From an optimization exercise on the open Yosys and OpenROAD flow, aimed at small area; shortcuts taken in it are not production practice. Where RTL was checked, it was by simulation tests only, not by an equivalence proof against the original. The RTL of runs 3 and 4 was laid out without a check of its function. Power and IR drop assume default switching activity.

===== flow/run.sh =====
#!/bin/bash
set -euo pipefail
bash standard.sh \
  BUFFER_PORTS_ARGS="-buffer_cell sky130_fd_sc_hd__buf_1" \
  CTS_ARGS="-sink_clustering_enable -repair_clock_nets -dont_use_dummy_load" \
  finish > make_finish.log 2>&1

===== standard.sh =====
#!/bin/bash
# synth_recipe.tcl (not shown) runs the flow's synth.tcl, then flattens the netlist and writes it again
# the make line also repeats each setting of config.mk as NAME=value (left out here)
make -C /OpenROAD-flow-scripts/flow DESIGN_CONFIG=/design/flow/config.mk WORK_HOME=/design/flow/orfs CLKGATE_MAP_FILE= SYNTH_SCRIPT=/design/flow/synth_recipe.tcl "${@:-finish}"

===== config.mk =====
export PLATFORM = sky130hd
export DESIGN_NAME = s6afb
export DESIGN_NICKNAME = s6afb
export VERILOG_FILES = /design/flow/design.v
export SDC_FILE = /design/flow/constraint.sdc
export NUM_CORES = 4
export LEC_CHECK = 0
export CAP_MARGIN = 20
export CORE_MARGIN = 2
export CORE_UTILIZATION = 60
export CTS_BUF_LIST = sky130_fd_sc_hd__clkbuf_4 sky130_fd_sc_hd__clkbuf_8
export SLEW_MARGIN = 20

===== constraint.sdc =====
create_clock -name core_clock -period 10.0 [get_ports {clk}]
set_input_delay 2.0000 -clock core_clock [delete_from_list [all_inputs] [get_ports {clk}]]
set_output_delay 2.0000 -clock core_clock [all_outputs]
set_load 0.01 [all_outputs]

===== design.v =====
module s6afb_rx (
    input  wire        clk,
    input  wire        init,         
    input  wire        rx_take,      
    input  wire [7:0]  rx_data,
    input  wire [31:0] tick_z,       
    input  wire [15:0] d_a,          
    input  wire        c16_a,        
    input  wire        wd_restart,   
    output reg  [31:0] angle_ts,
    output reg  [15:0] acc_x,
    output reg  [15:0] acc_y,
    output reg  [15:0] acc_z,
    output reg  [15:0] gyro_x,
    output reg  [15:0] gyro_y,
    output reg  [15:0] gyro_z,
    output reg  [15:0] angle_x,
    output reg  [15:0] angle_y,
    output reg  [15:0] angle_z,
    output reg  [15:0] mag_x,
    output reg  [15:0] mag_y,
    output reg  [15:0] mag_z,
    output reg  [15:0] temp,
    output reg  [15:0] volt,
    output reg  [15:0] version,
    output reg  [31:0] last_frame_ts,
    output wire [31:0] angle_period,
    output wire [87:0] echo           
);
    localparam [7:0] SYNC       = 8'h55;
    localparam [7:0] TYPE_ACC   = 8'h51;
    localparam [7:0] TYPE_GYRO  = 8'h52;
    localparam [7:0] TYPE_ANGLE = 8'h53;
    localparam [7:0] TYPE_MAG   = 8'h54;
    localparam [7:0] TYPE_ECHO  = 8'h5F;
    localparam [2:0] T_OTHER = 3'd0;
    localparam [2:0] T_ACC   = 3'd1;
    localparam [2:0] T_GYRO  = 3'd2;
    localparam [2:0] T_ANGLE = 3'd3;
    localparam [2:0] T_MAG   = 3'd4;
    localparam [2:0] T_ECHO  = 3'd5;
    reg [63:0] hist_n;       
    reg [7:0]  sum;          
    reg [2:0]  ftype;        
    reg [3:0]  rx_cursor;
    reg        echo_seen;    
    reg [71:0] echo_data;    
    reg [15:0] period_lo;
    reg        period_c16;
    reg [15:0] prev_hi_n;
    wire first       = (rx_cursor == 4'd0);
    wire discard     = first && (rx_data != SYNC);
    wire last_byte   = (rx_cursor == 4'd10);
    wire frame_valid = rx_take && last_byte && (sum == rx_data);
    reg [2:0] code;
    always @(*) begin
        case (rx_data)
            TYPE_ACC:   code = T_ACC;
            TYPE_GYRO:  code = T_GYRO;
            TYPE_ANGLE: code = T_ANGLE;
            TYPE_MAG:   code = T_MAG;
            TYPE_ECHO:  code = T_ECHO;
            default:    code = T_OTHER;
        endcase
    end
    wire [63:0] hist_z = ~(hist_n | {64{init}});
    wire [7:0]  data_z = init ? 8'd0 : rx_data;
    wire [15:0] f0 = {hist_z[55:48], hist_z[63:56]};
    wire [15:0] f1 = {hist_z[39:32], hist_z[47:40]};
    wire [15:0] f2 = {hist_z[23:16], hist_z[31:24]};
    wire [15:0] f3 = {hist_z[7:0],   hist_z[15:8]};
    wire ld_acc   = init || (frame_valid && ftype == T_ACC);
    wire ld_gyro  = init || (frame_valid && ftype == T_GYRO);
    wire ld_angle = init || (frame_valid && ftype == T_ANGLE);
    wire ld_mag   = init || (frame_valid && ftype == T_MAG);
    wire ld_echo  = init || (frame_valid && ftype == T_ECHO);
    wire ld_ts    = init || frame_valid;
    always @(posedge clk) begin
        if (rx_take) begin
            hist_n <= {hist_n[55:0], ~rx_data};
            sum    <= (first ? 8'd0 : sum) + rx_data;
        end
        if (rx_take && rx_cursor == 4'd1)
            ftype <= code;
        if (init || wd_restart)
            rx_cursor <= 4'd0;
        else if (rx_take && !discard)
            rx_cursor <= last_byte ? 4'd0 : rx_cursor + 4'd1;
        if (ld_ts)
            last_frame_ts <= tick_z;
        if (ld_acc) begin
            acc_x <= f0;
            acc_y <= f1;
            acc_z <= f2;
        end
        if (ld_acc || ld_mag)
            temp <= f3;
        if (ld_gyro) begin
            gyro_x <= f0;
            gyro_y <= f1;
            gyro_z <= f2;
            volt   <= f3;
        end
        if (ld_angle) begin
            angle_x    <= f0;
            angle_y    <= f1;
            angle_z    <= f2;
            version    <= f3;
            angle_ts   <= tick_z;
            period_lo  <= d_a;
            period_c16 <= c16_a;
            prev_hi_n  <= ~(angle_ts[31:16] & {16{!init}});
        end
        if (ld_mag) begin
            mag_x <= f0;
            mag_y <= f1;
            mag_z <= f2;
        end
        if (ld_echo) begin
            echo_seen <= !init;
            echo_data <= {hist_z, data_z};
        end
    end
    wire [15:0] period_hi;
    s6afb_ripple #(.N(16)) u_period_hi (
        .a(angle_ts[31:16]), .b(prev_hi_n), .cin(period_c16), .s(period_hi), .cout());
    assign angle_period = {period_hi, period_lo};
    assign echo = {1'b0, echo_seen, 1'b0, echo_seen, 1'b0, echo_seen, 1'b0, echo_seen,
                   1'b0, echo_seen, 1'b0, echo_seen, echo_seen, echo_seen, echo_seen, echo_seen,
                   echo_data};
endmodule
module s6afb_tx (
    input  wire        clk,
    input  wire        init,
    input  wire        issue_stb,
    input  wire [7:0]  issue_reg,
    input  wire [15:0] issue_val,
    input  wire        drive_stb,
    input  wire [31:0] tick,
    input  wire [6:0]  d_b,          
    input  wire        hi0_b,        
    output reg  [31:0] tx_ts,
    output reg         issue_busy,   
    output reg         tx_stb,       
    output wire [39:0] tx_data       
);
    localparam [1:0] IDLE           = 2'd0;
    localparam [1:0] UNLOCK_PENDING = 2'd1;
    localparam [1:0] UNLOCK_SENT    = 2'd2;
    localparam [1:0] COMMAND_SENT   = 2'd3;
    localparam [23:0] UNLOCK_TAIL = 24'h69_88_B5;
    reg [23:0] cmd;
    reg [1:0]  tx_progress;
    wire gap_done = !(hi0_b && !(d_b[6] || d_b[5] || d_b[4]) &&
                      !(d_b[3] && (d_b[2] || d_b[1])));
    wire idle     = (tx_progress == IDLE);
    wire send     = drive_stb && (tx_progress == UNLOCK_PENDING ||
                                  (tx_progress == UNLOCK_SENT && gap_done));
    always @(posedge clk) begin
        issue_busy <= issue_stb && !idle;
        tx_stb     <= send;
        if (issue_stb && idle)
            cmd <= {issue_reg, issue_val[7:0], issue_val[15:8]};
        if (send)
            tx_ts <= tick;
        if (init)
            tx_progress <= IDLE;
        else if (issue_stb && idle)
            tx_progress <= UNLOCK_PENDING;
        else if (drive_stb) begin
            case (tx_progress)
                IDLE: ;
                UNLOCK_PENDING: tx_progress <= UNLOCK_SENT;
                UNLOCK_SENT:    if (gap_done) tx_progress <= COMMAND_SENT;
                COMMAND_SENT:   if (gap_done) tx_progress <= IDLE;
            endcase
        end
    end
    assign tx_data = {16'hFF_AA, tx_progress[0] ? cmd : UNLOCK_TAIL};
endmodule
module s6afb_wd (
    input  wire        clk,
    input  wire        init,
    input  wire        wd_stb,
    input  wire [31:0] tick_z,       
    input  wire [6:0]  d_a,          
    input  wire        hi0_a,        
    input  wire [6:0]  d_b,          
    input  wire        hi0_b,        
    output reg  [31:0] wd_restart_ts,
    output wire        restart
);
    wire stale  = !(hi0_a && !(d_a[6] && d_a[5] &&
                               (d_a[4] || d_a[3] || (d_a[2] && (d_a[1] || d_a[0])))));
    wire rested = !(hi0_b && !(d_b[6] && d_b[5] && (d_b[4] || d_b[3] || d_b[2])));
    assign restart = wd_stb && stale && rested;
    always @(posedge clk) begin
        if (init || restart)
            wd_restart_ts <= tick_z;
    end
endmodule
module s6afb_elapsed #(
    parameter LO = 7
) (
    input  wire [31:0]   now,
    input  wire [31:0]   nt,
    output wire [LO-1:0] d,
    output wire          cout,
    output wire          hi_zero
);
    wire [LO-1:0] s;
    wire [7:0]    c;
    s6afb_ripple #(.N(7)) u_lo7 (
        .a(now[6:0]), .b(nt[6:0]), .cin(1'b1), .s(s[6:0]), .cout(c[7]));
    generate
        if (LO > 7) begin : g_more
            s6afb_ripple #(.N(LO - 7)) u_hi (
                .a(now[LO-1:7]), .b(nt[LO-1:7]), .cin(c[7]), .s(s[LO-1:7]), .cout(cout));
        end else begin : g_seven
            assign cout = c[7];
        end
    endgenerate
    assign d = s;
    wire [31:7] x   = now[31:7] ^ nt[31:7];
    wire [31:7] cin = {now[30:7] | nt[30:7], c[7]};
    assign hi_zero = &(x ~^ cin);
endmodule
module s6afb_ripple #(
    parameter N = 8
) (
    input  wire [N-1:0] a,
    input  wire [N-1:0] b,
    input  wire         cin,
    output wire [N-1:0] s,
    output wire         cout
);
    wire [N:0] c;
    assign c[0] = cin;
    genvar i;
    generate
        for (i = 0; i < N; i = i + 1) begin : g_bit
            assign s[i]   = a[i] ^ b[i] ^ c[i];
            assign c[i+1] = (a[i] & b[i]) | (a[i] & c[i]) | (b[i] & c[i]);
        end
    endgenerate
    assign cout = c[N];
endmodule
module s6afb (
    input  wire        clk,
    input  wire [31:0] tick,
    input  wire        init_stb,
    input  wire [3:0]  init_tag,
    input  wire        rx_stb,
    input  wire [3:0]  rx_tag,
    input  wire [7:0]  rx_data,
    input  wire        issue_stb,
    input  wire [7:0]  issue_reg,
    input  wire [15:0] issue_val,
    input  wire        drive_stb,
    input  wire        wd_stb,
    output wire        issue_busy,
    output reg         rx_arm,
    output wire        tx_stb,
    output wire [39:0] tx_data,
    output wire [15:0] acc_x,
    output wire [15:0] acc_y,
    output wire [15:0] acc_z,
    output wire [15:0] gyro_x,
    output wire [15:0] gyro_y,
    output wire [15:0] gyro_z,
    output wire [15:0] angle_x,
    output wire [15:0] angle_y,
    output wire [15:0] angle_z,
    output wire [15:0] mag_x,
    output wire [15:0] mag_y,
    output wire [15:0] mag_z,
    output wire [15:0] temp,
    output wire [15:0] volt,
    output wire [15:0] version,
    output wire [31:0] last_frame_ts,
    output wire [31:0] angle_period,
    output wire [87:0] echo
);
    reg  [3:0] cfg_tag;
    wire       rx_take = rx_stb && (rx_tag == cfg_tag);
    wire       wd_restart;
    wire [31:0] tick_z = init_stb ? 32'd0 : tick;
    wire [31:0] angle_ts, tx_ts, wd_restart_ts;
    wire [31:0] nt_a = ~(({32{rx_stb}} & angle_ts) | ({32{wd_stb}} & last_frame_ts));
    wire [15:0] d_a;
    wire        c16_a, hi0_a;
    s6afb_elapsed #(.LO(16)) u_ela (
        .now(tick_z), .nt(nt_a), .d(d_a), .cout(c16_a), .hi_zero(hi0_a));
    wire [31:0] nt_b = ~(({32{drive_stb}} & tx_ts) | ({32{wd_stb}} & wd_restart_ts));
    wire [6:0]  d_b;
    wire        c7_b, hi0_b;
    s6afb_elapsed #(.LO(7)) u_elb (
        .now(tick), .nt(nt_b), .d(d_b), .cout(c7_b), .hi_zero(hi0_b));
    always @(posedge clk) begin
        if (init_stb)
            cfg_tag <= init_tag;
        rx_arm <= init_stb || rx_take || wd_restart;
    end
    s6afb_rx u_rx (
        .clk           (clk),
        .init          (init_stb),
        .rx_take       (rx_take),
        .rx_data       (rx_data),
        .tick_z        (tick_z),
        .d_a           (d_a),
        .c16_a         (c16_a),
        .wd_restart    (wd_restart),
        .angle_ts      (angle_ts),
        .acc_x         (acc_x),
        .acc_y         (acc_y),
        .acc_z         (acc_z),
        .gyro_x        (gyro_x),
        .gyro_y        (gyro_y),
        .gyro_z        (gyro_z),
        .angle_x       (angle_x),
        .angle_y       (angle_y),
        .angle_z       (angle_z),
        .mag_x         (mag_x),
        .mag_y         (mag_y),
        .mag_z         (mag_z),
        .temp          (temp),
        .volt          (volt),
        .version       (version),
        .last_frame_ts (last_frame_ts),
        .angle_period  (angle_period),
        .echo          (echo)
    );
    s6afb_tx u_tx (
        .clk        (clk),
        .init       (init_stb),
        .issue_stb  (issue_stb),
        .issue_reg  (issue_reg),
        .issue_val  (issue_val),
        .drive_stb  (drive_stb),
        .tick       (tick),
        .d_b        (d_b),
        .hi0_b      (hi0_b),
        .tx_ts      (tx_ts),
        .issue_busy (issue_busy),
        .tx_stb     (tx_stb),
        .tx_data    (tx_data)
    );
    s6afb_wd u_wd (
        .clk           (clk),
        .init          (init_stb),
        .wd_stb        (wd_stb),
        .tick_z        (tick_z),
        .d_a           (d_a[6:0]),
        .hi0_a         (hi0_a),
        .d_b           (d_b),
        .hi0_b         (hi0_b),
        .wd_restart_ts (wd_restart_ts),
        .restart       (wd_restart)
    );
endmodule

==> results of run 1 <==
==> path summary, 6_finish.rpt <==
path                    startpoint                  to  cells past startpoint
min                 u_rx.hist_n[7]     u_rx.hist_n[15]                      0
max reg2reg  u_rx.last_frame_ts[0]  u_rx.period_lo[15]                     24
max              u_rx.angle_ts[16]    angle_period[31]                     20
min reg2reg         u_rx.hist_n[7]     u_rx.hist_n[15]                      0
==> registers in the layout, summed over array words and instances, names as in the netlist, 24 cells and up <==
register and count:
u_tx.tx_ts 32, u_rx.hist_n 64, u_rx.echo_data 72, u_rx.last_frame_ts 32, u_wd.wd_restart_ts 32, u_tx.cmd 24
u_rx.angle_ts 32
==> layer usage <==
layer	vias to the layer above	share of wire [%]	global-route usage, %
li1	5532	-	-
met1	6034	38	32.81
met2	522	51	44.13
met3	96	7.3	5.429
met4	0	3.9	10.69
met5	-	0	0
==> per-stage QoR <==
| step | setup slack, ns | total power (µW) | hold slack (ns) | cells | instance area [µm²] |
|---|---|---|---|---|---|
| 4_1_cts | 0.01384 | 5408 | 0.4285 | 2238 | 26060 |
| 3_3_place_gp | 0.5531 | 3648 | 0.4331 | 2182 | 24650 |
| 5_1_grt | 0.04266 | 5563 | 0.4426 | 2239 | 26100 |
| 3_5_place_dp | 0.5398 | 3659 | 0.4347 | 2182 | 24650 |
| 2_1_floorplan | 1.104 | 3416 | 0.4275 | 1277 | 22470 |
| 6_report | 0.2771 | 5364 | 0.4344 | 2241 | 26110 |
==> report_power, final <==
part / switching [µW] / internal, µW / total [µW]
logic: 408 / 209 / 618
registers: 72.6 / 2910 / 2990
clock network: 786 / 975 / 1760
==> layout by cell type (no fill, tap or decap), types with 6 or more instances in the layout <==
cell,n
edfxtp_1,577
buf_1,487
inv_1,101
nor2_1,83
ha_1,62
clkbuf_16,56
nand2_1,55
a22o_1,54
xnor2_1,41
fa_1,33
xor2_1,32
conb_1,22
nor2b_1,16
and2_1,15
nand2b_1,13
buf_4,13
a22oi_1,10
dfxtp_1,9
nand3_1,8
nand4_1,8
nor4_2,6
==> cells by family after synthesis <==
| kind of cell | synth area share, % |
|---|---|
| and+or+nand+nor | 5.051 |
| DFF | 78.18 |
| AOI/OAI and AO/OA | 3.576 |
| adders and majority gates | 6.772 |
| buffers and inverters | 3.448 |
| xor gates and xnor gates | 2.894 |
| other | 0.03354 |
| muxes | 0.04470 |
==> area by class of cell <==
class	count	area [µm²]	share of cell area, %
Antenna cell	2	5.005	0.01917
Clock buffer	56	1401	5.368
Inverter	107	402.9	1.543
Multi-Input combinational cell	518	4233	16.21
Sequential cell	586	17510	67.06
Tap cell	468	585.6	2.243
Timing Repair Buffer	504	1971	7.549
==> timing repair <==
action | 4_1_cts | 5_1_grt
gates resized for setup | 1 | 5
endpoints found under the setup margin | 1 | 1
setup buffers | 0 | 0
pin swaps | 1 | 2
==> metrics.csv, run 1 <==
metric,value,unit
drv_cap,0,
crit_required,8.00,ns
synthFlopType,edfxtp_1,
vias,12184,
crit_path_start_kind,flip-flop,
clock_latency,0.60,ns
path_cells,inv_1 > fa_1 > inv_1 > fa_1 > fa_1 > fa_1 > fa_1 > fa_2 > fa_2 > fa_1 > fa_1 > fa_1 > fa_1 > fa_1 > fa_1 > fa_2 > fa_2 > xnor2_2 > xnor2_1 > clkbuf_2,
die_h,197.2,µm
setup_viol,0,
core,36700,µm²
synth_common_cells,"edfxtp_1, inv_1, nor2_1",
yosys.area.top_type_share,77.38,%
cts_tree,done,
finalHoldViolCount,0,
cts_hold_buf,0,
slowest_delay,0.46,ns
overflow,0,
final_antenna_net_count,0,
p_leak,0.009579,µW
syn_area,22390,µm²
drc_errors,0,
achievable-frequency,102.9,MHz
cts_made_buffers,56,
grt_pass1_vias,12078,
yosysMostFrequentCell,edfxtp_1,
syn_avg_cell_area,17.81,µm²
period_minus_slack,9.723,ns
slew_headroom,24.71,%
grt_max_degree,78,
root_buffer,clkbuf_16,
synth_top_cell_by_area,edfxtp_1,
synth_edf_count,577,
rsz0062_at_grt,no,
start_util,61.02,%
critPathBufInv,3,
min_period_over_period,97.23,%
place.gp.congestion,0.8016,
async_flop_share,0,%
syn_inst,1257,
fin_nets,1950,
yosysSeqAreaShare,78.18,%
vdd_drop_max,153.3,µV
cp_top_family,adder cells,
numPortBuffers,490,
cts_sinks,586,
grt.total_usage,25.95,%
viasPerCell,5.437,
status,timing/DRC/antenna clean,
cts_buffer_depth,3,
r2r_setup_slack,3.89,ns
endpoint_kind,primary output,
fin_tns_setup,0,ns
drt-pass1-iter-count,5,
avgRoutedWirePerCell,22.63,µm
wirelength,50.72,mm
drtIter0Drc,798,
synth_warnings,4,
slowest_stage,fa_2,
crit_type,flip-flop to primary output,
synth_top_cells_by_area,"edfxtp_1, ha_1, fa_1",
grt_pass1_wl,73.84,mm
clkSlewWorstSetupHoldPaths,0.06,ns
fillerInstances,2446,
num_io_pins,513,
antenna_found_initial,2,
drive_gt1_share,5.477,%
die_w,197.2,µm
die-area,38880,µm²
dp_hpwl,35.17,mm
ys_types,55,
crit_path_frequent_cell,fa_1,
ys_ff_latch,586,
area_growth,16.58,%
num_rows,70,
worst_pin_slew,1.129,ns
slew_viol_final,0,
pwr_density_cell,205.5,nW/µm²
skew,0.06276,ns
htree_levels,2,
fin_util,71.14,%
hp-class,flip-flop to flip-flop,
critical_path.max_fanout,3,
crit_arrival,7.72,ns
==> run 2, diff against run 1 <==
==> run.sh (new file) <==
#!/bin/bash
# synth_recipe.tcl (not shown) runs the flow's synth.tcl, then flattens the netlist and writes it again
# the make line also repeats each setting of config.mk as NAME=value (left out here)
make -C /OpenROAD-flow-scripts/flow DESIGN_CONFIG=/design/flow/config.mk WORK_HOME=/design/flow/orfs CLKGATE_MAP_FILE= SYNTH_SCRIPT=/design/flow/synth_recipe.tcl finish
--- a/config.mk
+++ b/config.mk
@@ -8,5 +8,4 @@
 export CAP_MARGIN = 20
 export CORE_MARGIN = 2
 export CORE_UTILIZATION = 60
-export CTS_BUF_LIST = sky130_fd_sc_hd__clkbuf_4 sky130_fd_sc_hd__clkbuf_8
 export SLEW_MARGIN = 20
removed: flow/run.sh
removed: standard.sh
==> run 2 against run 1 <==
Compared with the run above: core utilization grew 9.1 points; area after synthesis unchanged; cell count increased by 2.0%; routed wire length grew 7.6%; sequential power about the same; critical endpoint unchanged; highest routed layer unchanged.
==> metrics.csv, run 2 <==
metric,value,unit
status,timing/DRC/antenna clean,
period_minus_slack,9.746,ns
crit_type,flip-flop to primary output,
largest_register,u_rx.echo_data,
viasPerCell,5.475,
drive_gt1_share,6.498,%
wirelength,54.58,mm
achievable-frequency,102.6,MHz
drt-pass1-iter-count,5,
total_power,5766,µW
root_buffer,clkbuf_16,
area_growth,31.51,%
synth_common_cells,"edfxtp_1, inv_1, nor2_1",
avgRoutedWirePerCell,23.87,µm
finalHoldViolCount,0,
grt_pass1_vias,12572,
fin_tns_setup,0,ns
dpl-instance-area,27710,µm²
clkSlewWorstSetupHoldPaths,0.06,ns
reg.largest.list,"u_rx.echo_data x72, u_rx.hist_n x64",
numPortBuffers,490,
cts_buffer_depth,3,
slew_viol_final,0,
vias,12516,
yosysMostFrequentCell,edfxtp_1,
core,36700,µm²
die-area,38880,µm²
skew,0.01711,ns
setup_viol,0,
cp_top_family,adder cells,
num_io_pins,513,
synth_edf_count,577,
start_util,61.02,%
synth_warnings,4,
place.gp.congestion,0.8274,
min_period_over_period,97.46,%
drtIter0Drc,868,
grt_pass1_wl,78.71,mm
slew_headroom,26.43,%
syn_avg_cell_area,17.81,µm²
p_leak,0.01102,µW
antenna_found_initial,2,
synth_top_cell_by_area,edfxtp_1,
final_antenna_net_count,0,
synthFlopType,edfxtp_1,
critical_path.max_fanout,3,
dp_hpwl,37.79,mm
cts_tree,done,
fin_nets,1949,
pwr_density_cell,195.8,nW/µm²
hp-class,flip-flop to flip-flop,
endpoint_kind,primary output,
crit_path_frequent_cell,fa_1,
syn_area,22390,µm²
ys_ff_latch,586,
async_flop_share,0,%
slowest_delay,0.45,ns
ys_types,55,
yosys.area.top_type_share,77.38,%
largest_reg_flops,72,
layout_commonest_cell,edfxtp_1,
die_w,197.2,µm
syn_inst,1257,
fillerInstances,2011,
drv_cap,0,
design_area,29450,µm²
drc_errors,0,
die_h,197.2,µm
layout_common_cells,"edfxtp_1, clkdlybuf4s50_1, inv_1, nor2_1, ha_1",
synth_top_cells_by_area,"edfxtp_1, ha_1, fa_1",
vdd_drop_max,123.1,µV
worst_hold_slack,0.4478,ns
path_cells,inv_1 > fa_1 > inv_1 > fa_1 > fa_1 > fa_1 > fa_2 > fa_2 > fa_2 > fa_1 > fa_1 > fa_1 > fa_1 > fa_1 > fa_1 > fa_2 > fa_1 > xnor2_1 > xnor2_1 > clkbuf_2,
clock_latency,0.60,ns
crit_path_start_kind,flip-flop,
htree_levels,2,
fin_util,80.25,%
grt.total_usage,27.83,%
slowest_stage,fa_1,
worst_pin_slew,1.104,ns
overflow,0,
crit_arrival,7.75,ns
grt_max_degree,92,
crit_required,8.00,ns
cts_sinks,586,
critPathBufInv,3,
yosysSeqAreaShare,78.18,%
num_rows,70,
cts_made_buffers,54,
rsz0062_at_grt,no,
==> run 2: cell count changes in the layout (fill, tap and decap cells not counted), moves of 2 or more <==
cell	before	now
buf_1	487	0
clkdlybuf4s50_1	0	486
clkbuf_1	0	13
clkinv_2	1	13
clkinv_1	3	12
bufinv_16	0	3
clkinvlp_4	0	3
buf_4	13	15
clkbuf_8	0	2
clkinv_8	0	2
==> run 2: report_power, final <==
group | internal [µW] | total [µW] | switching, µW | leakage (µW)
Clock | 1100 | 1970 | 866 | 0.000827
Sequential | 2910 | 2990 | 78.6 | 0.00576
Combinational | 386 | 807 | 421 | 0.00444
Total | 4400 | 5770 | 1370 | 0.0110
==> run 2: cell families (layout without fill, tap and decap cells) <==
group	after synthesis	count (layout)	synth area share, %
xor+xnor	74	74	2.894
compound gates	96	96	3.576
buf+inv	173	712	3.448
fa+ha+maj	99	99	6.772
flops	586	586	78.18
mux	1	1	0.04470
other cells	2	24	0.03354
simple gates	226	226	5.051
==> run 2: per-stage QoR <==
step / setup WS (ns) / std cells
CTS: 0.05768 / 2283
global route: 0.006700 / 2285
detailed placement: 0.1637 / 2183
global placement: 0.1547 / 2183
floorplan: 1.104 / 1277
finish: 0.2538 / 2286
==> run 2: final cells by class <==
| class | instances | area, µm² | share of cell area [%] |
|---|---|---|---|
| Clock inverter | 30 | 242.7 | 0.8243 |
| Multi-Input combinational cell | 518 | 4225 | 14.35 |
| Antenna cell | 2 | 5.005 | 0.01700 |
| Inverter | 107 | 402.9 | 1.368 |
| Clock buffer | 70 | 1453 | 4.933 |
| Timing Repair Buffer | 505 | 5027 | 17.07 |
| Sequential cell | 586 | 17510 | 59.45 |
| Tap cell | 468 | 585.6 | 1.988 |
==> run 2: worst reg2reg max path: stages, from the launching register on <==
cell	delay [ns]
edfxtp_1	0.39
a22o_1	0.15
ha_1	0.15
inv_1	0.06
fa_1	0.38
inv_1	0.10
fa_1	0.23
fa_1	0.19
inv_1	0.06
fa_1	0.39
fa_1	0.40
inv_1	0.08
fa_1	0.19
fa_1	0.17
inv_1	0.05
fa_1	0.38
fa_1	0.40
fa_1	0.41
fa_1	0.39
fa_1	0.40
fa_1	0.40
fa_1	0.37
inv_1	0.08
fa_1	0.41
inv_1	0.06
==> run 2: what timing repair did <==
item                       CTS  global route
hold buffers                 0             0
pin swaps                    1             1
setup buffers                0             0
gates resized for setup      5             3
setup endpoints to repair    2             2
==> run 2: metal layers <==
layer / up-vias / global-route usage (%) / wire, µm / share of wire [%]
li1: 5597 / - / - / -
met1: 6285 / 34.52 / 20570 / 38
met2: 550 / 48.54 / 28400 / 52
met3: 84 / 5.105 / 3618 / 6.6
met4: 0 / 11.64 / 1992 / 3.6
met5: - / 0 / 0 / 0
==> run 2: worst paths after layout <==
| path | start | endpoint | slack (ns) | depth (start not counted) |
|---|---|---|---|---|
| hold reg to reg | u_rx.hist_n[33] | u_rx.hist_n[41] | 0.45 | 0 |
| setup / recovery | u_rx.angle_ts[16] | angle_period[31] | 0.25 | 20 |
| hold / removal | u_rx.hist_n[33] | u_rx.hist_n[41] | 0.45 | 0 |
| setup reg to reg | u_rx.last_frame_ts[0] | u_rx.period_lo[15] | 3.59 | 24 |
==> run 3, diff against run 2 <==
--- a/design.v
+++ b/design.v
@@ -4,8 +4,8 @@
     input  wire        rx_take,      
     input  wire [7:0]  rx_data,
     input  wire [31:0] tick_z,       
-    input  wire [15:0] d_a,          
-    input  wire        c16_a,        
+    input  wire [18:0] d_a,          
+    input  wire        c19_a,        
     input  wire        wd_restart,   
     output reg  [31:0] angle_ts,
     output reg  [15:0] acc_x,
@@ -45,9 +45,9 @@
     reg [3:0]  rx_cursor;
     reg        echo_seen;    
     reg [71:0] echo_data;    
-    reg [15:0] period_lo;
-    reg        period_c16;
-    reg [15:0] prev_hi_n;
+    reg [18:0] period_lo;
+    reg        period_c19;
+    reg [12:0] prev_hi_n;
     wire first       = (rx_cursor == 4'd0);
     wire discard     = first && (rx_data != SYNC);
     wire last_byte   = (rx_cursor == 4'd10);
@@ -108,8 +108,8 @@
             version    <= f3;
             angle_ts   <= tick_z;
             period_lo  <= d_a;
-            period_c16 <= c16_a;
-            prev_hi_n  <= ~(angle_ts[31:16] & {16{!init}});
+            period_c19 <= c19_a;
+            prev_hi_n  <= ~(angle_ts[31:19] & {13{!init}});
         end
         if (ld_mag) begin
             mag_x <= f0;
@@ -121,9 +121,9 @@
             echo_data <= {hist_z, data_z};
         end
     end
-    wire [15:0] period_hi;
-    s6afb_ripple #(.N(16)) u_period_hi (
-        .a(angle_ts[31:16]), .b(prev_hi_n), .cin(period_c16), .s(period_hi), .cout());
+    wire [12:0] period_hi;
+    s6afb_ripple #(.N(13)) u_period_hi (
+        .a(angle_ts[31:19]), .b(prev_hi_n), .cin(period_c19), .s(period_hi), .cout());
     assign angle_period = {period_hi, period_lo};
     assign echo = {1'b0, echo_seen, 1'b0, echo_seen, 1'b0, echo_seen, 1'b0, echo_seen,
                    1'b0, echo_seen, 1'b0, echo_seen, echo_seen, echo_seen, echo_seen, echo_seen,
@@ -287,10 +287,10 @@
     wire [31:0] tick_z = init_stb ? 32'd0 : tick;
     wire [31:0] angle_ts, tx_ts, wd_restart_ts;
     wire [31:0] nt_a = ~(({32{rx_stb}} & angle_ts) | ({32{wd_stb}} & last_frame_ts));
-    wire [15:0] d_a;
-    wire        c16_a, hi0_a;
-    s6afb_elapsed #(.LO(16)) u_ela (
-        .now(tick_z), .nt(nt_a), .d(d_a), .cout(c16_a), .hi_zero(hi0_a));
+    wire [18:0] d_a;
+    wire        c19_a, hi0_a;
+    s6afb_elapsed #(.LO(19)) u_ela (
+        .now(tick_z), .nt(nt_a), .d(d_a), .cout(c19_a), .hi_zero(hi0_a));
     wire [31:0] nt_b = ~(({32{drive_stb}} & tx_ts) | ({32{wd_stb}} & wd_restart_ts));
     wire [6:0]  d_b;
     wire        c7_b, hi0_b;
@@ -308,7 +308,7 @@
         .rx_data       (rx_data),
         .tick_z        (tick_z),
         .d_a           (d_a),
-        .c16_a         (c16_a),
+        .c19_a         (c19_a),
         .wd_restart    (wd_restart),
         .angle_ts      (angle_ts),
         .acc_x         (acc_x),
==> flow/run.sh (new file) <==
#!/bin/bash
set -euo pipefail
bash standard.sh \
  BUFFER_PORTS_ARGS="-buffer_cell sky130_fd_sc_hd__buf_1" \
  CTS_ARGS="-sink_clustering_enable -repair_clock_nets -dont_use_dummy_load -buf_list sky130_fd_sc_hd__clkbuf_4" \
  finish > make_finish.log 2>&1
==> standard.sh (new file) <==
#!/bin/bash
# synth_recipe.tcl (not shown) runs the flow's synth.tcl, then flattens the netlist and writes it again
# the make line also repeats each setting of config.mk as NAME=value (left out here)
make -C /OpenROAD-flow-scripts/flow DESIGN_CONFIG=/design/flow/config.mk WORK_HOME=/design/flow/orfs CLKGATE_MAP_FILE= SYNTH_SCRIPT=/design/flow/synth_recipe.tcl "${@:-finish}"
removed: run.sh
==> run 3 against run 2 <==
Compared with the run above: highest routed layer unchanged; clock skew is 0.057 ns higher; critical endpoint is now u_rx.period_lo[18]; sequential power is 2% lower; still clean on timing, DRC and antenna; sequential share of layout area is 8.6 points higher; critical path type is now input pin to flip-flop; die area is 0.52% lower; combinational power is 34% lower; clock power is 27% lower.
==> metrics.csv, run 3 <==
metric,value,unit
status,timing/DRC/antenna clean,
root_buffer,clkbuf_4,
min_path_cells,0,
synth_common_cells,"edfxtp_1, inv_1, nor2_1",
viasPerCell,5.402,
power.switching,1198,µW
yosysMostFrequentCell,edfxtp_1,
slew_viol_final,0,
seqPwrFrac,59.7,%
die_h,196.7,µm
vias,12598,
ys_ff_latch,586,
core,36610,µm²
wirelength,52.49,mm
cts_sinks,586,
rr_endpoint,u_rx.period_lo[18],
drive_gt1_share,9.677,%
syn_inst,1249,
p_leak,0.009518,µW
critPathBufInv,8,
numPortBuffers,490,
slowest_delay,0.42,ns
synth_warnings,4,
overflow,0,
period_minus_slack,8.749,ns
rsz0062_at_grt,no,
use_met1,36.30,%
clockPowerShare,29.5,%
achievable-frequency,114.3,MHz
final_antenna_net_count,0,
finalHoldViolCount,0,
largest_register,u_rx.echo_data,
grt_use_met3,7.700,%
synth_top_cells_by_area,"edfxtp_1, ha_1, fa_1",
comb_power_share,10.8,%
ys_types,45,
antenna_found_initial,3,
fin_nets,2039,
worst_hold_slack,0.4322,ns
synth_edf_count,577,
area_growth,15.47,%
cts_made_buffers,146,
synth_top_cell_by_area,edfxtp_1,
r2r_cells,27,
num_rows,70,
worstHoldStart,u_rx.hist_n[31],
critical_path.max_fanout,2,
clock_latency,0.81,ns
drc_errors,0,
slowest_stage,fa_1,
yosysSeqAreaShare,78.60,%
synthFlopType,edfxtp_1,
num_io_pins,513,
setup_viol,0,
grt_pass1_wl,77.64,mm
min_period_over_period,87.49,%
syn_avg_cell_area,17.83,µm²
dpl-instance-area,24610,µm²
die_w,196.7,µm
cts_buffer_depth,3,
grt_pass1_vias,12961,
drt-pass1-iter-count,5,
drtIter0Drc,846,
layout_commonest_cell,edfxtp_1,
slew_headroom,31.61,%
start_util,60.84,%
reg.largest.list,"u_rx.echo_data x72, u_rx.hist_n x64",
async_flop_share,0,%
internal_power,3706,µW
vdd_drop_max,123.0,µV
place.gp.congestion,0.8383,
htree_levels,4,
crit_required,10.65,ns
fin_util,70.25,%
avgRoutedWirePerCell,22.51,µm
pwr_density_cell,190.7,nW/µm²
gr-max-usage-layer,met2,
fillerInstances,2533,
design_area,25720,µm²
yosys.area.top_type_share,77.79,%
cp_top_family,adder cells,
netSwitchingFraction,24.43,%
cts.repair.resized,0,
grt_max_degree,85,
cts_tree,done,
hp-class,flip-flop to flip-flop,
hold_end,u_rx.hist_n[39],
dp_hpwl,36.35,mm
worst_pin_slew,1.026,ns
crit_arrival,9.39,ns
cts_setup_buffers,0,
grt_use_met2,43.97,%
rr_startpoint,u_rx.last_frame_ts[0],
layout_common_cells,"edfxtp_1, buf_1, clkbuf_4, inv_1, nor2_1",
drv_cap,0,
crit_type,input pin to flip-flop,
cts_hold_buf,0,
endpoint_kind,flip-flop,
r2r_setup_slack,2.53,ns
crit_path_start_kind,input pin,
largest_reg_flops,72,
clkSlewWorstSetupHoldPaths,0.06,ns
total_power,4905,µW
crit_path_frequent_cell,fa_1,
skew,0.07407,ns
fin_tns_setup,0,ns
grt.total_usage,27.35,%
syn_area,22270,µm²
die-area,38680,µm²
## run 3: cell count changes after synthesis, sizes merged, moves of 3 or more
cell / delta
a41o: -5
clkbuf: +3
a21oi: +4
inv: +4
o21ai: +3
nand3: -3
xor2: -3
xnor2: +3
nand2: -5
buf: -6
## run 3: cells by family (layout without fill, tap and decap cells)
| family | count (synthesis) | after routing | share of synthesized area [%] |
|---|---|---|---|
| XOR/XNOR | 74 | 74 | 2.910 |
| flip-flops | 586 | 586 | 78.60 |
| adder cells (fa/ha/maj) | 99 | 99 | 6.809 |
| AO/OA/AOI/OAI | 103 | 103 | 3.685 |
| buffers and inverters | 172 | 763 | 3.438 |
| other | 2 | 26 | 0.03372 |
| AND/OR/NAND/NOR | 213 | 213 | 4.522 |
## run 3: worst max path at each step
stage,depth (start not counted),from,slack (ns),to
final,28,rx_stb,1.25,u_rx.period_lo[18]
after global routing,28,rx_stb,1.07,u_rx.period_lo[18]
after CTS,28,rx_stb,1.30,u_rx.period_lo[18]
after detailed placement,28,rx_stb,0.41,u_rx.period_lo[18]
after global placement,28,rx_stb,0.57,u_rx.period_lo[18]
after floorplan,7,rx_tag[0],0.23,u_rx.gyro_x[0]
## run 3: stage by stage
stage	setup WS (ns)	instances
floorplan	0.2302	1269
global placement	0.5653	2182
detailed placement	0.4140	2182
CTS	1.295	2328
global route	1.065	2331
finish	1.251	2332
## run 3: area by class of cell
class                   instances  area (µm²)  share of cell area (%)
multi-input cells             511        4125                   16.04
clock buffers                 146        1096                   4.262
well taps                     468       585.6                   2.277
flip-flops and latches        586       17510                   68.07
repair buffers                508        1983                   7.711
inverters                     109       410.4                   1.596
diodes                          4       10.01                 0.03892
## run 3: power by group through the flow
stage	registers (µW)	logic [µW]	clock network [µW]
after detailed placement	2980	532	0
after floorplan	3020	273	0
after global routing	2940	583	1600
final	2930	529	1440
after CTS	2930	536	1490
after global placement	2980	525	0
## run 3: routing by layer
metal | vias to the layer above | wire, µm
met5 | - | 0
met2 | 583 | 25700
met1 | 6166 | 21500
met4 | 0 | 1468
li1 | 5753 | -
met3 | 96 | 3820
==> run 4, diff against run 3 <==
==> flow/run.sh (replaced) <==
#!/bin/bash
set -euo pipefail
bash standard.sh \
  BUFFER_PORTS_ARGS="-buffer_cell sky130_fd_sc_hd__buf_1" \
  CTS_ARGS="-sink_clustering_enable -repair_clock_nets -dont_use_dummy_load -buf_list sky130_fd_sc_hd__clkbuf_8" \
  finish > make_finish.log 2>&1
==> run 4 against run 3 <==
Compared with the run above: clock-buffer cell count is 55 lower; highest routed layer unchanged; maximum frequency shrank 1.8%; flip-flop and latch count is the same; hold slack lost 0.0098 ns; final area increased by 0.60%; synthesized cell count unchanged.
==> metrics.csv, run 4 <==
metric,value,unit
drt-pass1-iter-count,5,
drc_errors,0,
endpoint_kind,flip-flop,
skew,0.06130,ns
fin_nets,1984,
crit_type,input pin to flip-flop,
cts_tree,done,
p_leak,0.009501,µW
cts_buffer_depth,3,
synth_top_cells_by_area,"edfxtp_1, ha_1, fa_1",
vias,12258,
synth_common_cells,"edfxtp_1, inv_1, nor2_1",
ys_ff_latch,586,
async_flop_share,0,%
root_buffer,clkbuf_8,
final_antenna_net_count,0,
overflow,0,
pwr_density_cell,195.1,nW/µm²
num_rows,70,
htree_levels,3,
crit_path_start_kind,input pin,
min_period_over_period,89.10,%
syn_avg_cell_area,17.83,µm²
fin_util,70.67,%
seq_area,17510,µm²
clock_latency,0.65,ns
viasPerCell,5.386,
total_power,5047,µW
num_io_pins,513,
syn_inst,1249,
achievable-frequency,112.2,MHz
crit_arrival,9.41,ns
reg.largest.list,"u_rx.echo_data x72, u_rx.hist_n x64",
fillerInstances,2485,
wirelength,52.42,mm
die_h,196.7,µm
cts_sinks,586,
cts.repair.resized,0,
synth_top_cell_by_area,edfxtp_1,
slew_headroom,31.29,%
area_growth,16.16,%
start_util,60.84,%
multiInputGateArea,4125,µm²
worst_pin_slew,1.031,ns
avgRoutedWirePerCell,23.03,µm
rsz0062_at_grt,no,
layout_commonest_cell,edfxtp_1,
r2r_setup_slack,2.55,ns
antenna_found_initial,2,
layout_common_cells,"edfxtp_1, buf_1, inv_1, clkbuf_8, nor2_1",
yosysMostFrequentCell,edfxtp_1,
place.gp.congestion,0.8383,
fin_tns_setup,0,ns
critical_path.max_fanout,2,
ys_types,45,
worst_hold_slack,0.4224,ns
grt_pass1_vias,12451,
synth_warnings,4,
cts_made_buffers,91,
grt.total_usage,27.29,%
dp_hpwl,36.35,mm
drv_cap,0,
status,timing/DRC/antenna clean,
finalWorstSetupSlack,1.090,ns
yosysSeqAreaShare,78.60,%
pre_cts_ws,0.4140,ns
syn_area,22270,µm²
grt_max_degree,85,
period_minus_slack,8.910,ns
slew_viol_final,0,
die-area,38680,µm²
core,36610,µm²
finalHoldViolCount,0,
drive_gt1_share,6.925,%
crit_required,10.50,ns
clkSlewWorstSetupHoldPaths,0.06,ns
cts_setup_buffers,0,
hp-class,flip-flop to flip-flop,
numPortBuffers,490,
cts_hold_buf,0,
grt_pass1_wl,77.09,mm
largest_register,u_rx.echo_data,
largest_reg_flops,72,
synthFlopType,edfxtp_1,
synth_edf_count,577,
die_w,196.7,µm
setup_viol,0,
drtIter0Drc,819,
vdd_drop_max,141.4,µV
yosys.area.top_type_share,77.79,%
==> run 4: worst paths after layout <==
check,from,end,cells past startpoint
setup / recovery,rx_stb,u_rx.period_lo[18],28
hold / removal,u_rx.hist_n[31],u_rx.hist_n[39],0
setup reg to reg,u_rx.angle_ts[0],u_rx.period_lo[18],27
hold reg to reg,u_rx.hist_n[31],u_rx.hist_n[39],0
==> run 4: logic make-up after synthesis <==
logic type	Yosys count	share of synthesized area, %
buf+inv	172	3.438
simple gates	213	4.522
fa+ha+maj	99	6.809
compound gates	103	3.685
other cells	2	0.03372
xor+xnor	74	2.910
flops	586	78.60
==> run 4: worst max-delay path, cell delays in order <==
cell,delay [ns]
buf_1,0.31
a22o_1,0.22
ha_1,0.14
inv_1,0.05
fa_1,0.36
inv_1,0.09
fa_1,0.18
fa_1,0.16
inv_1,0.05
fa_1,0.37
fa_1,0.37
inv_1,0.07
fa_1,0.24
fa_1,0.20
inv_1,0.05
fa_1,0.39
fa_1,0.40
fa_1,0.40
fa_1,0.40
fa_1,0.40
fa_1,0.39
fa_1,0.39
fa_1,0.39
fa_1,0.42
fa_1,0.38
inv_1,0.08
fa_1,0.41
inv_1,0.07
==> run 4: area by class of cell <==
type,instances,share of cell area (%)
sequential,586,67.67
multi-input combinational,511,15.95
timing repair buffer,508,7.666
clock buffer,91,4.841
tap,468,2.263
inverter,109,1.586
antenna,3,0.02902
==> run 4: through the flow <==
stage	cell area (µm²)	instances
floorplan	22360	1269
global placement	24610	2182
detailed placement	24610	2182
CTS	25860	2273
global route	25870	2274
finish	25870	2276
==> run 4: where the power goes <==
part | total (µW) | internal (µW) | switching [µW]
Clock | 1590 | 800 | 786
Combinational | 530 | 172 | 358
Sequential | 2930 | 2870 | 57.7
==> run 4: per-layer routing <==
metal / vias to the layer above / global-route usage, % / wire length, µm
li1: 5582 / - / -
met1: 6108 / 37.20 / 21920
met2: 479 / 43.71 / 25610
met3: 89 / 6.588 / 3434
met4: 0 / 9.774 / 1459
met5: - / 0 / 0
==> run 5, diff against run 4 <==
--- a/design.v
+++ b/design.v
@@ -202,28 +202,29 @@
 module s6afb_elapsed #(
     parameter LO = 7
 ) (
-    input  wire [31:0]   now,
-    input  wire [31:0]   nt,
+    input  wire [31:0]   nnow,
+    input  wire [31:0]   t,
     output wire [LO-1:0] d,
     output wire          cout,
     output wire          hi_zero
 );
     wire [LO-1:0] s;
-    wire [7:0]    c;
+    wire          b7, b_lo;
     s6afb_ripple #(.N(7)) u_lo7 (
-        .a(now[6:0]), .b(nt[6:0]), .cin(1'b1), .s(s[6:0]), .cout(c[7]));
+        .a(nnow[6:0]), .b(t[6:0]), .cin(1'b0), .s(s[6:0]), .cout(b7));
     generate
         if (LO > 7) begin : g_more
             s6afb_ripple #(.N(LO - 7)) u_hi (
-                .a(now[LO-1:7]), .b(nt[LO-1:7]), .cin(c[7]), .s(s[LO-1:7]), .cout(cout));
+                .a(nnow[LO-1:7]), .b(t[LO-1:7]), .cin(b7), .s(s[LO-1:7]), .cout(b_lo));
         end else begin : g_seven
-            assign cout = c[7];
+            assign b_lo = b7;
         end
     endgenerate
-    assign d = s;
-    wire [31:7] x   = now[31:7] ^ nt[31:7];
-    wire [31:7] cin = {now[30:7] | nt[30:7], c[7]};
-    assign hi_zero = &(x ~^ cin);
+    assign d    = ~s;
+    assign cout = ~b_lo;
+    wire [31:7] x = nnow[31:7] ^ t[31:7];
+    wire [31:7] c = {nnow[30:7] & t[30:7], b7};
+    assign hi_zero = &(x ^ c);
 endmodule
 module s6afb_ripple #(
     parameter N = 8
@@ -286,16 +287,17 @@
     wire       wd_restart;
     wire [31:0] tick_z = init_stb ? 32'd0 : tick;
     wire [31:0] angle_ts, tx_ts, wd_restart_ts;
-    wire [31:0] nt_a = ~(({32{rx_stb}} & angle_ts) | ({32{wd_stb}} & last_frame_ts));
+    wire [31:0] t_a = {last_frame_ts[31:19],
+                       ({19{rx_stb}} & angle_ts[18:0]) | ({19{wd_stb}} & last_frame_ts[18:0])};
     wire [18:0] d_a;
     wire        c19_a, hi0_a;
     s6afb_elapsed #(.LO(19)) u_ela (
-        .now(tick_z), .nt(nt_a), .d(d_a), .cout(c19_a), .hi_zero(hi0_a));
-    wire [31:0] nt_b = ~(({32{drive_stb}} & tx_ts) | ({32{wd_stb}} & wd_restart_ts));
+        .nnow(~tick_z), .t(t_a), .d(d_a), .cout(c19_a), .hi_zero(hi0_a));
+    wire [31:0] t_b = ({32{drive_stb}} & tx_ts) | ({32{wd_stb}} & wd_restart_ts);
     wire [6:0]  d_b;
     wire        c7_b, hi0_b;
     s6afb_elapsed #(.LO(7)) u_elb (
-        .now(tick), .nt(nt_b), .d(d_b), .cout(c7_b), .hi_zero(hi0_b));
+        .nnow(~tick_z), .t(t_b), .d(d_b), .cout(c7_b), .hi_zero(hi0_b));
     always @(posedge clk) begin
         if (init_stb)
             cfg_tag <= init_tag;
==> flow/run.sh (replaced) <==
#!/bin/bash
set -euo pipefail
bash standard.sh \
  BUFFER_PORTS_ARGS="-buffer_cell sky130_fd_sc_hd__buf_1" \
  CTS_ARGS="-sink_clustering_enable -repair_clock_nets -dont_use_dummy_load -buf_list sky130_fd_sc_hd__clkbuf_16 -sink_clustering_size 30 -sink_clustering_max_diameter 60" \
  finish > make_finish.log 2>&1
==> run 5 against run 4 <==
Compared with the run above: core utilization decreased by 0.78 points; critical endpoint unchanged; non-clock buffer count increased by 7; first-iteration DRC count decreased by 2.9%; die area shrank 1.2%; final area down 1.8%; combinational power grew 5.7%; flip-flop and latch count unchanged; clock skew shrank 0.015 ns; largest power group unchanged; critical path depth fell by 6; area after synthesis decreased by 1.2%; still clean; sequential share of layout area increased by 1.2 points.
==> metrics.csv, run 5 <==
metric,value,unit
status,timing/DRC/antenna clean,
ys_types,50,
dp_hpwl,34.58,mm
overflow,0,
fillerInstances,2466,
achievable-frequency,103.7,MHz
grt_pass1_wl,72.95,mm
period_minus_slack,9.639,ns
critical_path.max_fanout,3,
grt_max_degree,77,
syn_avg_cell_area,18.46,µm²
crit_type,input pin to flip-flop,
p_leak,0.009129,µW
htree_levels,2,
min_period_over_period,96.39,%
grt.total_usage,25.84,%
synth_common_cells,"edfxtp_1, nor2_1, inv_1",
ys_ff_latch,586,
viasPerCell,5.435,
cts_setup_buffers,0,
async_flop_share,0,%
cts_sinks,586,
clkSlewWorstSetupHoldPaths,0.10,ns
largest_register,u_rx.echo_data,
cts_made_buffers,37,
hp-class,flip-flop to flip-flop,
antennaDiodeCount,0,
avgRoutedWirePerCell,22.61,µm
die_h,195.5,µm
grt_pass1_vias,11899,
layoutNonFillerInstCount,2171,
synth_top_cells_by_area,"edfxtp_1, ha_1, fa_1",
total_power,4871,µW
largest_reg_flops,72,
crit_path_start_kind,input pin,
fin_nets,1882,
multiInputGateArea,4075,µm²
cts_tree,done,
num_io_pins,513,
antenna_found_initial,0,
wirelength,49.09,mm
cts_buffer_depth,3,
drv_cap,0,
synth_warnings,4,
cts.repair.resized,0,
drt-pass1-iter-count,7,
cts_hold_buf,0,
layout_commonest_cell,edfxtp_1,
crit_arrival,9.92,ns
area_growth,15.44,%
core,36350,µm²
clock_latency,0.56,ns
syn_inst,1192,
pre_cts_ws,-0.1657,ns
vias,11800,
num_rows,70,
final_antenna_net_count,0,
reg.largest.list,"u_rx.echo_data x72, u_rx.hist_n x64",
pwr_density_cell,191.7,nW/µm²
drive_gt1_share,4.991,%
place_inst,2132,
layout_common_cells,"edfxtp_1, buf_1, nor2_1, inv_1, ha_1",
synthFlopType,edfxtp_1,
drc_errors,0,
rsz0062_at_grt,no,
vdd_drop_max,152.5,µV
numPortBuffers,490,
root_buffer,clkbuf_16,
setup_viol,0,
drtIter0Drc,795,
yosysSeqAreaShare,79.56,%
synth_edf_count,577,
syn_area,22000,µm²
slew_headroom,28.39,%
skew,0.04671,ns
crit_required,10.28,ns
slew_viol_final,0,
worst_pin_slew,1.070,ns
yosys.area.top_type_share,78.74,%
endpoint_kind,flip-flop,
yosysMostFrequentCell,edfxtp_1,
die-area,38220,µm²
seq_area,17510,µm²
synth_top_cell_by_area,edfxtp_1,
finalHoldViolCount,0,
die_w,195.5,µm
place.gp.congestion,0.8262,
start_util,60.54,%
finalWorstSetupSlack,0.3609,ns
-- run 5: cell types whose count changed after synthesis, moves of 3 or more --
| cell | before | now |
|---|---|---|
| nor2_1 | 82 | 86 |
| buf_1 | 0 | 4 |
| nand3_1 | 5 | 9 |
| a22o_1 | 54 | 39 |
| inv_1 | 108 | 64 |
| nor4_1 | 12 | 9 |
| clkbuf_1 | 31 | 24 |
| and2_1 | 13 | 20 |
| nor2b_1 | 16 | 10 |
-- run 5: worst paths after layout --
check	start	to	slack (ns)	cells past startpoint
min reg2reg	u_rx.hist_n[53]	u_rx.hist_n[61]	0.44	0
min	u_rx.hist_n[53]	u_rx.hist_n[61]	0.44	0
max reg2reg	u_rx.last_frame_ts[0]	u_rx.period_lo[18]	1.64	21
max	rx_stb	u_rx.period_lo[18]	0.36	22
-- run 5: layout make-up --
type | instances | share of cell area, %
Timing Repair Buffer | 515 | 8.127
Sequential cell | 586 | 68.92
Tap cell | 468 | 2.305
Inverter | 65 | 0.9605
Multi-Input combinational cell | 500 | 16.04
Clock buffer | 37 | 3.645
-- run 5: layer usage --
layer  up-vias  GRT usage (%)  wire (µm)
li1       5331              -          -
met1      5898          34.65      19900
met2       487          42.72      24060
met3        84          5.233       3333
met4         0          9.330       1791
met5         -              0          0
-- run 5: metrics by stage --
stage,hold WS [ns],setup TNS (ns),area (µm²),utilization (%)
2_1_floorplan,0.4275,0,22140,-
3_3_place_gp,0.4334,-0.2345,24430,67.20
3_5_place_dp,0.4330,-0.2744,24430,67.20
4_1_cts,0.4456,0,25350,69.75
5_1_grt,0.4531,0,25400,69.89
6_report,0.4441,0,25400,69.89
-- run 5: report_power, final --
part	total, µW	internal [µW]	switching, µW	leakage, µW
sequential	2940	2880	62.4	0.00577
combinational	560	187	372	0.00290
clock	1370	658	710	0.000456
-- run 5: cell families after synthesis --
kind of cell / synth area share, %
xor gates and xnor gates: 2.968
and+or+nand+nor: 4.805
DFF: 79.56
muxes: 0.09666
buffers and inverters: 2.701
AOI/OAI and AO/OA: 2.945
adders and majority gates: 6.891
other: 0.03413
-- run 5: critical path: stages --
cell and delay, ns:
buf_1 0.14, a22o_1 0.17, ha_1 0.14, inv_1 0.05, fa_1 0.38, fa_1 0.44
fa_1 0.44, fa_1 0.44, fa_1 0.44, fa_1 0.46, fa_1 0.45, fa_1 0.45
fa_2 0.38, fa_2 0.38, fa_2 0.39, fa_2 0.40, fa_2 0.38, fa_2 0.40
fa_2 0.38, fa_2 0.37, fa_1 0.41, fa_1 0.43
==> run 6, diff against run 5 <==
==> flow/run.sh (replaced) <==
#!/bin/bash
set -euo pipefail
bash standard.sh \
  BUFFER_PORTS_ARGS="-buffer_cell sky130_fd_sc_hd__buf_1" \
  CTS_ARGS="-sink_clustering_enable -repair_clock_nets -dont_use_dummy_load -buf_list sky130_fd_sc_hd__clkbuf_8 -sink_clustering_size 16 -sink_clustering_max_diameter 50" \
  finish > make_finish.log 2>&1
==> run 6 against run 5 <==
Compared with the run above: still clean on timing, DRC and antenna; die area is the same; area after synthesis stayed put; sequential share of layout area grew 0.80 points; clock-buffer cell count grew 11.
==> metrics.csv, run 6 <==
metric,value,unit
die-area,38220,µm²
start_util,60.54,%
num_rows,70,
worst_pin_slew,1.133,ns
syn_inst,1192,
wirelength,49.30,mm
syn_area,22000,µm²
internal_power,3496,µW
finalWorstSetupSlack,0.4443,ns
final_antenna_net_count,0,
synthFlopType,edfxtp_1,
synth_top_cells_by_area,"edfxtp_1, ha_1, fa_1",
grt_pass1_wl,72.93,mm
crit_path_start_kind,input pin,
layoutNonFillerInstCount,2181,
num_io_pins,513,
seqPwrFrac,63.5,%
setup_viol,0,
place_inst,2132,
cts.repair.resized,0,
yosysMostFrequentCell,edfxtp_1,
core,36350,µm²
ys_ff_latch,586,
synth_top_cell_by_area,edfxtp_1,
netSwitchingFraction,24.52,%
cts_tree,done,
root_buffer,clkbuf_8,
overflow,0,
slew_headroom,24.49,%
synth_common_cells,"edfxtp_1, nor2_1, inv_1",
ys_types,50,
synth_warnings,4,
vdd_drop_max,140.8,µV
syn_avg_cell_area,18.46,µm²
viasPerCell,5.403,
grt_pass1_vias,11957,
crit_arrival,9.92,ns
pre_cts_ws,-0.1657,ns
largest_reg_flops,72,
place.gp.congestion,0.8262,
area_growth,14.11,%
period_minus_slack,9.556,ns
antenna_found_initial,0,
layout_commonest_cell,edfxtp_1,
crit_required,10.37,ns
clkSlewWorstSetupHoldPaths,0.09,ns
dp_hpwl,34.58,mm
cts_hold_buf,0,
numPortBuffers,490,
cts_buffer_depth,3,
min_period_over_period,95.56,%
comb_power_share,12.1,%
crit_type,input pin to flip-flop,
drtIter0Drc,742,
clock_latency,0.64,ns
drc_errors,0,
rr_endpoint,u_rx.period_lo[18],
cts_made_buffers,48,
rr_startpoint,u_rx.last_frame_ts[0],
reg.largest.list,"u_rx.echo_data x72, u_rx.hist_n x64",
yosysSeqAreaShare,79.56,%
status,timing/DRC/antenna clean,
critical_path.max_fanout,3,
async_flop_share,0,%
rsz0062_at_grt,no,
largest_register,u_rx.echo_data,
multiInputGateArea,4075,µm²
drt-pass1-iter-count,5,
cts_sinks,586,
achievable-frequency,104.7,MHz
drv_cap,0,
vias,11783,
avgRoutedWirePerCell,22.61,µm
power.switching,1135,µW
layout_common_cells,"edfxtp_1, buf_1, nor2_1, inv_1, ha_1",
drive_gt1_share,5.546,%
grt_max_degree,77,
crit_path_start,rx_stb,
endpoint_kind,flip-flop,
htree_levels,2,
slew_viol_final,0,
antennaDiodeCount,0,
die_h,195.5,µm
synth_edf_count,577,
grt.total_usage,25.91,%
clockPowerShare,24.4,%
cts_setup_buffers,0,
seq_area,17510,µm²
die_w,195.5,µm
finalHoldViolCount,0,
crit_path_end,u_rx.period_lo[18],
skew,0.05894,ns
fin_util,69.08,%
pwr_density_cell,184.4,nW/µm²
fin_nets,1892,
hp-class,flip-flop to flip-flop,
r2r_setup_slack,1.63,ns
r2r_cells,21,
yosys.area.top_type_share,78.74,%
fin_tns_setup,0,ns
p_leak,0.009006,µW
fillerInstances,2548,
[run 6: cell count changes in the layout (fill, tap and decap cells not counted)]
cell,delta
clkbuf_8,+48
clkbuf_16,-37
buf_16,-1
[run 6: kinds of logic after synthesis]
family | synth area share [%]
compound gates | 2.945
simple gates | 4.805
xor+xnor | 2.968
flops | 79.56
other cells | 0.03413
mux | 0.09666
buf+inv | 2.701
fa+ha+maj | 6.891
[run 6: critical path, stage by stage]
cell,delay (ns)
buf_1,0.14
a22o_1,0.17
ha_1,0.14
inv_1,0.05
fa_1,0.38
fa_1,0.44
fa_1,0.44
fa_1,0.44
fa_1,0.44
fa_1,0.46
fa_1,0.45
fa_1,0.45
fa_2,0.39
fa_2,0.38
fa_2,0.39
fa_2,0.39
fa_2,0.38
fa_2,0.40
fa_2,0.38
fa_2,0.37
fa_1,0.41
fa_1,0.43
[run 6: how the worst min path moves through the flow]
stage,start,end,slack (ns),cells past startpoint
final,u_rx.hist_n[19],u_rx.hist_n[27],0.43,0
after global routing,u_rx.hist_n[19],u_rx.hist_n[27],0.45,0
after CTS,u_rx.hist_n[19],u_rx.hist_n[27],0.42,0
after detailed placement,u_rx.hist_n[18],u_rx.hist_n[26],0.43,0
after global placement,u_rx.hist_n[54],u_rx.hist_n[62],0.43,0
after floorplan,u_rx.hist_n[2],u_rx.hist_n[10],0.43,0
[run 6: layer usage]
metal / global-route usage (%) / wire, µm / up-vias / share of wire, %
met5: 0 / 0 / - / 0
met4: 10.07 / 1873 / 0 / 3.8
met3: 5.320 / 3431 / 97 / 7.0
met2: 42.65 / 24010 / 479 / 49
met1: 34.55 / 19990 / 5873 / 41
li1: - / - / 5334 / -
[run 6: power groups by stage]
stage / registers (µW) / logic, µW / clock network [µW]
4_1_cts: 2940 / 563 / 1160
6_report: 2940 / 559 / 1130
2_1_floorplan: 3030 / 298 / 0
3_5_place_dp: 3000 / 559 / 0
3_3_place_gp: 3000 / 552 / 0
5_1_grt: 2960 / 616 / 1230
[run 6: cell type report]
type	count	area share, %
Timing Repair Buffer	514	8.112
Clock buffer	48	2.631
Multi-Input combinational cell	500	16.23
Sequential cell	586	69.72
Inverter	65	0.9717
Tap cell	468	2.332
[run 6: through the flow]
step | power (µW) | hold slack, ns | instance area, µm²
detailed placement | 3558 | 0.4330 | 24430
CTS | 4665 | 0.4237 | 25090
global placement | 3548 | 0.4334 | 24430
floorplan | 3333 | 0.4275 | 22140
finish | 4631 | 0.4260 | 25110
global route | 4810 | 0.4541 | 25110
==> run 7, diff against run 6 <==
--- a/flow/run.sh
+++ b/flow/run.sh
@@ -1,4 +1,11 @@
 #!/bin/bash
+# The standard layout (standard.sh, which runs ORFS from synthesis to
+# finish), with two changes that only make the layout smaller:
+#  - every input and output port gets the smallest buffer, buf_1;
+#  - the clock tree uses clkbuf_8 in clusters of at most 16 flip-flops and
+#    no dummy loads.
+# The make run's full output goes to make_finish.log in this folder; ORFS
+# also keeps each step's log under orfs/logs.
 set -euo pipefail
 bash standard.sh \
   BUFFER_PORTS_ARGS="-buffer_cell sky130_fd_sc_hd__buf_1" \
==> config.mk (replaced) <==
export PLATFORM = sky130hd
export DESIGN_NAME = s6afb
export DESIGN_NICKNAME = s6afb
export VERILOG_FILES = /design/flow/design.v
export SDC_FILE = /design/flow/constraint.sdc
export NUM_CORES = 4
export LEC_CHECK = 0
export CAP_MARGIN = 0
export CORE_MARGIN = 2
export CORE_UTILIZATION = 75
export SLEW_MARGIN = 0
==> run 7 against run 6 <==
Compared with the run above: still clean; combinational power is 4% higher; final area decreased by 0.69%; area after synthesis did not move; die area shrank 20%; largest power group unchanged; via count grew 6.0%; critical path type unchanged; first-iteration DRC count increased by 92%.
==> metrics.csv, run 7 <==
metric,value,unit
crit_required,10.31,ns
total_power,4603,µW
dpl-instance-area,24310,µm²
achievable-frequency,104.3,MHz
vias,12487,
worst_pin_slew,1.084,ns
drt-pass1-iter-count,5,
route.met3.wl,5.174,mm
area_growth,13.32,%
fillerInstances,1248,
root_buffer,clkbuf_8,
grt_pass1_vias,12606,
crit_type,input pin to flip-flop,
grt_pass1_wl,77.60,mm
crit_arrival,9.90,ns
final_antenna_net_count,0,
synth_top_cells_by_area,"edfxtp_1, ha_1, fa_1",
slew_viol_final,0,
drv_cap,0,
min_period_over_period,95.86,%
wirelength,53.10,mm
status,timing/DRC/antenna clean,
reg.largest.list,"u_rx.echo_data x72, u_rx.hist_n x64",
viasPerCell,5.960,
yosysSeqAreaShare,79.56,%
seq_area,17510,µm²
synth_top_cell_by_area,edfxtp_1,
overflow,0,
endpoint_kind,flip-flop,
slew_headroom,27.71,%
cts_buffer_depth,3,
die-area,30730,µm²
wl_met1,18.09,mm
cts_tree,done,
yosys.area.top_type_share,78.74,%
design_area,24940,µm²
ys_ff_latch,586,
drc_errors,0,
top_layer_used,met4,
num_rows,62,
layout_common_cells,"edfxtp_1, buf_1, nor2_1, inv_1, ha_1",
period_minus_slack,9.586,ns
synth_edf_count,577,
cts_sinks,586,
grt_max_degree,79,
die_w,175.3,µm
fin_nets,1887,
wl_met2,27.65,mm
ys_types,50,
clkSlewWorstSetupHoldPaths,0.10,ns
hp-class,flip-flop to flip-flop,
cts_setup_buffers,0,
grt.total_usage,34.87,%
drive_gt1_share,5.211,%
skew,0.06006,ns
die_h,175.3,µm
core,28780,µm²
critical_path.max_fanout,2,
finalHoldViolCount,0,
rsz0062_at_grt,no,
setup_viol,0,
antenna_found_initial,2,
pwr_density_cell,184.6,nW/µm²
cts.repair.resized,0,
htree_levels,2,
place.gp.congestion,0.8360,
drtIter0Drc,1428,
synth_warnings,4,
start_util,76.46,%
synthFlopType,edfxtp_1,
syn_avg_cell_area,18.46,µm²
async_flop_share,0,%
clock_latency,0.60,ns
multiInputGateArea,4069,µm²
crit_path_start_kind,input pin,
num_io_pins,513,
numPortBuffers,490,
vdd_drop_max,203.6,µV
largest_reg_flops,72,
p_leak,0.008966,µW
syn_area,22000,µm²
synth_common_cells,"edfxtp_1, nor2_1, inv_1",
syn_inst,1192,
cts_made_buffers,45,
avgRoutedWirePerCell,25.35,µm
yosysMostFrequentCell,edfxtp_1,
cts_hold_buf,0,
largest_register,u_rx.echo_data,
dp_hpwl,37.39,mm
layout_commonest_cell,edfxtp_1,
run 7: changes by cell type in the layout (fill, tap and decap cells not counted), sizes merged:
cell    change
clkbuf      -3
diode       +3
buf         -2
run 7: metal layers:
metal,vias up,track usage [%]
met3,128,7.165
met1,6149,43.83
met5,-,0
met2,873,60.63
li1,5337,-
met4,0,13.58
run 7: logic make-up (layout without fill, tap and decap cells):
family                     count (synthesis)  after routing  share of synthesized area (%)
buffers and inverters                    126            622                          2.701
adders and majority gates                 99             99                          6.891
AOI/OAI and AO/OA                         84             84                          2.945
muxes                                      2              2                        0.09666
other                                      2             25                        0.03413
xor gates and xnor gates                  73             73                          2.968
DFF                                      586            586                          79.56
and+or+nand+nor                          220            220                          4.805
run 7: report_power, final:
part | leakage, µW | internal (µW) | switching, µW
clock network | 0.000324 | 404 | 671
registers | 0.00577 | 2880 | 67.7
logic | 0.00287 | 190 | 390
total | 0.00897 | 3470 | 1130
run 7: worst paths after layout:
path / startpoint / end / slack (ns) / cells past startpoint
hold reg to reg: u_rx.hist_n[30] / u_rx.hist_n[38] / 0.45 / 0
setup reg to reg: u_rx.last_frame_ts[0] / u_rx.period_lo[18] / 1.67 / 21
setup / recovery: rx_stb / u_rx.period_lo[18] / 0.41 / 22
hold / removal: u_rx.hist_n[30] / u_rx.hist_n[38] / 0.45 / 0
run 7: critical path, stage by stage:
cell	delay [ns]
buf_1	0.15
a22o_1	0.18
ha_1	0.14
inv_1	0.04
fa_1	0.38
fa_1	0.42
fa_1	0.43
fa_1	0.44
fa_1	0.44
fa_1	0.45
fa_1	0.43
fa_1	0.45
fa_2	0.39
fa_2	0.38
fa_2	0.38
fa_2	0.39
fa_2	0.38
fa_2	0.39
fa_2	0.40
fa_2	0.39
fa_1	0.42
fa_1	0.45
run 7: final cells by class:
cell class	count	share of cell area (%)
clock buffers	45	2.484
inverters	65	0.9784
diodes	3	0.03011
repair buffers	512	8.058
well taps	384	1.927
multi-input cells	500	16.32
flip-flops and latches	586	70.21
run 7: through the flow:
step	TNS (ns)	hold WS (ns)	setup slack [ns]	utilization, %	instances
after CTS	0	0.4596	0.4026	86.62	2092
final	0	0.4513	0.4141	86.64	2095
after detailed placement	-0.1432	0.4375	-0.1027	84.47	2047
after global placement	-0.1467	0.4322	-0.1055	84.47	2047
after global routing	0	0.4680	0.1664	86.64	2094
after floorplan	0	0.4275	0.03800	-	1212

[what the ideal ports hide]
The flow's constraints put no driver on any port. The routed layouts listed below were extracted and timed again, unchanged, in two steps. Step 1, drivers: a clkbuf_16 drives clk and a buf_2 each remaining input, both assumed. Step 2 adds t to the input delays and takes it off the output delays; t is the mean of the earliest and latest rising clock arrival at the registers after step 1. Input paths then give back, and output paths get back, about the clock's delay inside the block. a / b / c = ideal / step 1 / step 2; a / b = the first two.
run	t (ns)	slack for setup (ns)	worst slew at a driven data input, ns
run 1	0.627	0.277 / 0.222 / 0.849	0.08
run 2	0.649	0.254 / 0.201 / 0.850	0.09
run 3	0.818	1.251 / 1.265 / 0.447	0.12
run 4	0.672	1.090 / 1.104 / 0.431	0.12
run 5	0.581	0.361 / 0.386 / -0.195	0.07
run 6	0.659	0.444 / 0.467 / -0.192	0.07
run 7	0.615	0.414 / 0.436 / -0.179	0.10
Met with ideal ports but missed after step 2: setup timing in run 5, run 6 and run 7. For run 3, which loses most, drivers alone change the setup slack by +0.014 ns; drivers and shift together by -0.804 ns.
